Source: an optimization exercise on an open RTL-to-GDS flow (aim: small area). Production flows keep margins and buffers that such runs may drop.
Only simulation tests tie the RTL to the original design; equivalence was not proved.
Power and IR drop assume default switching activity.

run A:
Design grabber, start of the top module:
module grabber (
    input  wire                clk,
    input  wire                rst,
    input  wire [27:0]         word,
    input  wire [4*16-1:0]     hctl,
    input  wire [10*16-1:0]    hval,
    output wire [30*16-1:0]    sum_o,
    output wire [16-1:0]       out_strobe
);
clock: 5.0 ns
lec_check: 0
cap_margin: 0
core_margin: 2
core_utilization: 44
place_density: 0.6
slew_margin: 0
standard.sh (not shown) runs the stock make flow with config.mk's settings and CLKGATE_MAP_FILE= SYNTH_SCRIPT=/design/flow/synth_recipe.tcl, a recipe that flattens the netlist after the stock synthesis.
==> flow/flow/run.sh <==
#!/bin/bash
# Standard layout, with small port buffers and a clock tree without dummy loads.
set -euo pipefail
bash standard.sh \
  "BUFFER_PORTS_ARGS=-buffer_cell sky130_fd_sc_hd__buf_1" \
  "CTS_ARGS=-sink_clustering_enable -repair_clock_nets -dont_use_dummy_load -buf_list sky130_fd_sc_hd__clkbuf_8 -sink_clustering_size 20 -sink_clustering_max_diameter 55" \
  finish > flow_make.log 2>&1
Run A went all the way through synthesis, placement and routing and the layout is clean on timing, DRC and antenna.
diff inputs: run A => run B
# run A
export LEC_CHECK = 0
export CAP_MARGIN = 0
export CORE_MARGIN = 2
export CORE_UTILIZATION = 44
export PLACE_DENSITY = 0.6
export SLEW_MARGIN = 0
create_clock -name core_clock -period 5.0 [get_ports {clk}]
# run B
export LEC_CHECK = 0
export CAP_MARGIN = 0
export CORE_MARGIN = 2
export CORE_UTILIZATION = 30
export PLACE_DENSITY = 0.7
export SLEW_MARGIN = 0
create_clock -name core_clock -period 5.0 [get_ports {clk}]
==> flow/flow/run.sh <==
#!/bin/bash
# Standard layout, with small port buffers and a clock tree without dummy loads.
set -euo pipefail
bash standard.sh \
  "BUFFER_PORTS_ARGS=-buffer_cell sky130_fd_sc_hd__buf_1" \
  "CTS_ARGS=-sink_clustering_enable -repair_clock_nets -dont_use_dummy_load -buf_list sky130_fd_sc_hd__clkbuf_16 -sink_clustering_size 30 -sink_clustering_max_diameter 50" \
  finish > flow_make.log 2>&1
Results
Run B closes out successfully: all stages finished, all timing, DRC and antenna checks passed. Run A closes out successfully: all stages finished, all timing, DRC and antenna checks passed. Depth of the critical timing path with buffers and inverters included (lower): run B. | storage element area | run A vs run B | ≈ equal |. [compare] base=run A new=run B: count of clock-buffer cells in the layout has increased, sequential share of layout area has decreased, power consumption has increased. Relative to run A, pre-CTS setup slack increased by 0.029 ns in run B.
The inputs of run C differ from those of run B as listed below.
# run B
export LEC_CHECK = 0
export CAP_MARGIN = 0
export CORE_MARGIN = 2
export CORE_UTILIZATION = 30
export PLACE_DENSITY = 0.7
export SLEW_MARGIN = 0
create_clock -name core_clock -period 5.0 [get_ports {clk}]
# run C
export LEC_CHECK = 0
export CAP_MARGIN = 20
export CORE_MARGIN = 2
export CORE_UTILIZATION = 30
export PLACE_DENSITY = 0.5
export SLEW_MARGIN = 20
create_clock -name core_clock -period 5.0 [get_ports {clk}]
==> flow/flow/run.sh <==
#!/bin/bash
# Standard layout, with small port buffers and a clock tree without dummy loads.
set -euo pipefail
bash standard.sh \
  "BUFFER_PORTS_ARGS=-buffer_cell sky130_fd_sc_hd__buf_1" \
  "CTS_ARGS=-sink_clustering_enable -repair_clock_nets -dont_use_dummy_load -buf_list sky130_fd_sc_hd__clkbuf_16 -sink_clustering_size 30 -sink_clustering_max_diameter 60" \
  finish > flow_make.log 2>&1
### Flow results
Run C leaves more setup margin than run B.
[compare] base=run B new=run C: met3 track demand over resource in global routing +0.25 points, proportion of final cell area spent on non-clock buffers shows an increase of 0.29 points.
Looking at non-clock buffer count, run C sits 19 above run B.
There was hardly any difference in share of the final layout cell area in sequential cells between run C and run B.
Run comparison: run B termination of the worst setup path g_eng[7].u_eng.lo[8]$_SDFF_PP0_; run C termination of the worst setup path g_eng[3].u_eng.lo[9]$_SDFF_PP0_
Min met2 track demand over resource across run C and run B: run C
Edits applied to the flow inputs when going from run C to run D:
# run C
export LEC_CHECK = 0
export CAP_MARGIN = 20
export CORE_MARGIN = 2
export CORE_UTILIZATION = 30
export PLACE_DENSITY = 0.5
export SLEW_MARGIN = 20
create_clock -name core_clock -period 5.0 [get_ports {clk}]
# run D
export LEC_CHECK = 0
export CAP_MARGIN = 0
export CORE_MARGIN = 2
export CORE_UTILIZATION = 30
export PLACE_DENSITY = 0.5
export SLEW_MARGIN = 0
create_clock -name core_clock -period 5.0 [get_ports {clk}]
==> flow/flow/run.sh <==
#!/bin/bash
# Standard layout, with small port buffers and a clock tree without dummy loads.
set -euo pipefail
bash standard.sh \
  "BUFFER_PORTS_ARGS=-buffer_cell sky130_fd_sc_hd__buf_1" \
  "CTS_ARGS=-sink_clustering_enable -repair_clock_nets -dont_use_dummy_load -buf_list sky130_fd_sc_hd__clkbuf_4 -sink_clustering_size 10 -sink_clustering_max_diameter 40" \
  finish > flow_make.log 2>&1
--- outcome ---
- Run D vs run C — via count climbed by a few percent
- Compared with run C, run D shows number of signal-net buffers in the layout that has gone up by more than 10%.
- [compare] base=run C new=run D: multiplexer share of the synthesized area essentially unchanged, met3 layer usage reported by global route saw an increase.

========
Setup of run 1:
Starting RTL as in the previous note.
==> flow/config.mk <==
export PLATFORM = sky130hd
export DESIGN_NAME = grabber
export DESIGN_NICKNAME = grabber
export VERILOG_FILES = /design/flow/design.v
export SDC_FILE = /design/flow/constraint.sdc
export NUM_CORES = 4
export LEC_CHECK = 0
export CAP_MARGIN = 20
export CORE_MARGIN = 2
export CORE_UTILIZATION = 30
export PLACE_DENSITY = 0.5
export SLEW_MARGIN = 20
==> flow/constraint.sdc <==
create_clock -name core_clock -period 5.0 [get_ports {clk}]
set_input_delay 1.0000 -clock core_clock [delete_from_list [all_inputs] [get_ports {clk}]]
set_output_delay 1.0000 -clock core_clock [all_outputs]
set_load 0.01 [all_outputs]
==> flow/flow/run.sh <==
#!/bin/bash
# Standard layout, with small port buffers and a clock tree without dummy loads.
set -euo pipefail
bash standard.sh \
  "BUFFER_PORTS_ARGS=-buffer_cell sky130_fd_sc_hd__buf_1" \
  "CTS_ARGS=-sink_clustering_enable -repair_clock_nets -dont_use_dummy_load -buf_list sky130_fd_sc_hd__clkbuf_8 -sink_clustering_size 16 -sink_clustering_max_diameter 50" \
  finish > flow_make.log 2>&1
Run 1 | status: complete | timing, DRC, antenna: pass
What run 2 does differently from run 1 at the input level:
==> flow/run.sh (new file) <==
#!/bin/bash
# synth_recipe.tcl (not shown) runs the flow's synth.tcl, then flattens the netlist and writes it again
# the make line also repeats each setting of config.mk as NAME=value (left out here)
make -C /OpenROAD-flow-scripts/flow DESIGN_CONFIG=/design/flow/config.mk WORK_HOME=/design/flow/orfs CLKGATE_MAP_FILE= SYNTH_SCRIPT=/design/flow/synth_recipe.tcl finish
removed: flow/flow/run.sh
removed: flow/standard.sh
### Flow results
Going from run 1 to run 2, worst setup timing slack at the placement stage has increased, clock-buffer cell count has increased, count of inserted antenna diode cells has increased.
Run 2 did not stop at any stage, and its layout met the timing, DRC and antenna checks.
Changes in run 3 relative to run 2:
# run 2
export LEC_CHECK = 0
export CAP_MARGIN = 20
export CORE_MARGIN = 2
export CORE_UTILIZATION = 30
export PLACE_DENSITY = 0.5
export SLEW_MARGIN = 20
create_clock -name core_clock -period 5.0 [get_ports {clk}]
# run 3
export LEC_CHECK = 0
export CAP_MARGIN = 0
export CORE_MARGIN = 2
export CORE_UTILIZATION = 38
export PLACE_DENSITY = 0.55
export SLEW_MARGIN = 0
create_clock -name core_clock -period 5.0 [get_ports {clk}]
==> flow/flow/run.sh (new file) <==
#!/bin/bash
# Standard layout, with small port buffers and a clock tree without dummy loads.
set -euo pipefail
bash standard.sh \
  "BUFFER_PORTS_ARGS=-buffer_cell sky130_fd_sc_hd__buf_1" \
  "CTS_ARGS=-sink_clustering_enable -repair_clock_nets -dont_use_dummy_load -buf_list sky130_fd_sc_hd__clkbuf_8 -sink_clustering_size 20 -sink_clustering_max_diameter 55" \
  finish > flow_make.log 2>&1
==> flow/standard.sh (new file) <==
#!/bin/bash
# synth_recipe.tcl (not shown) runs the flow's synth.tcl, then flattens the netlist and writes it again
# the make line also repeats each setting of config.mk as NAME=value (left out here)
make -C /OpenROAD-flow-scripts/flow DESIGN_CONFIG=/design/flow/config.mk WORK_HOME=/design/flow/orfs CLKGATE_MAP_FILE= SYNTH_SCRIPT=/design/flow/synth_recipe.tcl "${@:-finish}"
removed: flow/run.sh
[summary]
Combinational cell fraction of total power: run 3 > run 2
Going from run 2 to run 3, minimum period implied by the final worst setup slack saw an increase; floorplan die height saw a decrease; least setup slack across all paths after layout saw a decrease.
Global-route wire length before repair on run 3 is down relative to run 2.
The final reports for run 3 and run 2 show clock power share lower in the former.
--- input diff run 3..run 4 ---
# run 3
export LEC_CHECK = 0
export CAP_MARGIN = 0
export CORE_MARGIN = 2
export CORE_UTILIZATION = 38
export PLACE_DENSITY = 0.55
export SLEW_MARGIN = 0
create_clock -name core_clock -period 5.0 [get_ports {clk}]
# run 4
export LEC_CHECK = 0
export CAP_MARGIN = 0
export CORE_MARGIN = 2
export CORE_UTILIZATION = 30
export PLACE_DENSITY = 0.5
export SLEW_MARGIN = 0
create_clock -name core_clock -period 5.0 [get_ports {clk}]
Notes after the runs:
Summary of run 4 over run 3: worst setup slack picked up an extra 0.039 ns, wire length up 6.0%, slack of the worst reg-to-reg path rose by 0.04 ns.

-- separate check: timing with driven ports --
The flow's constraints put no driver on any port. The routed layouts listed below were extracted and timed again, unchanged, in two steps.
Step 1 assumes that a clkbuf_16 drives the clock port and a buf_2 every other input.
Step 2 adds t to the input delays and takes it off the output delays; t is the mean of the earliest and latest rising clock arrival at the registers after step 1. Input paths then give back, and output paths get back, about the clock's delay inside the block.
Slacks: ideal ports / drivers / drivers and shift; pairs: ideal ports / drivers.
run | t (ns) | slack for setup (ns) | worst setup path after step 2 | slew at the worst register clock pin (ns) | worst data-port slew with drivers (ns)
run A | 0.835 | 0.325 / 0.325 / 0.325 | register to register | 0.12 / 0.12 | 0.15
run B | 0.790 | 0.266 / 0.266 / 0.266 | register to register | 0.09 / 0.09 | 0.19
run C | 0.808 | 0.341 / 0.341 / 0.341 | register to register | 0.09 / 0.09 | 0.18
run D | 1.282 | 0.325 / 0.325 / 0.325 | register to register | 0.11 / 0.11 | 0.21
run 1 | 0.954 | 0.381 / 0.381 / 0.381 | register to register | 0.10 / 0.10 | 0.18
run 2 | 0.863 | 0.344 / 0.344 / 0.344 | register to register | 0.06 / 0.06 | 0.18
run 3 | 0.900 | 0.316 / 0.316 / 0.316 | register to register | 0.11 / 0.11 | 0.18
run 4 | 0.930 | 0.355 / 0.355 / 0.355 | register to register | 0.11 / 0.11 | 0.19
After both steps setup and hold are still met in every run listed.
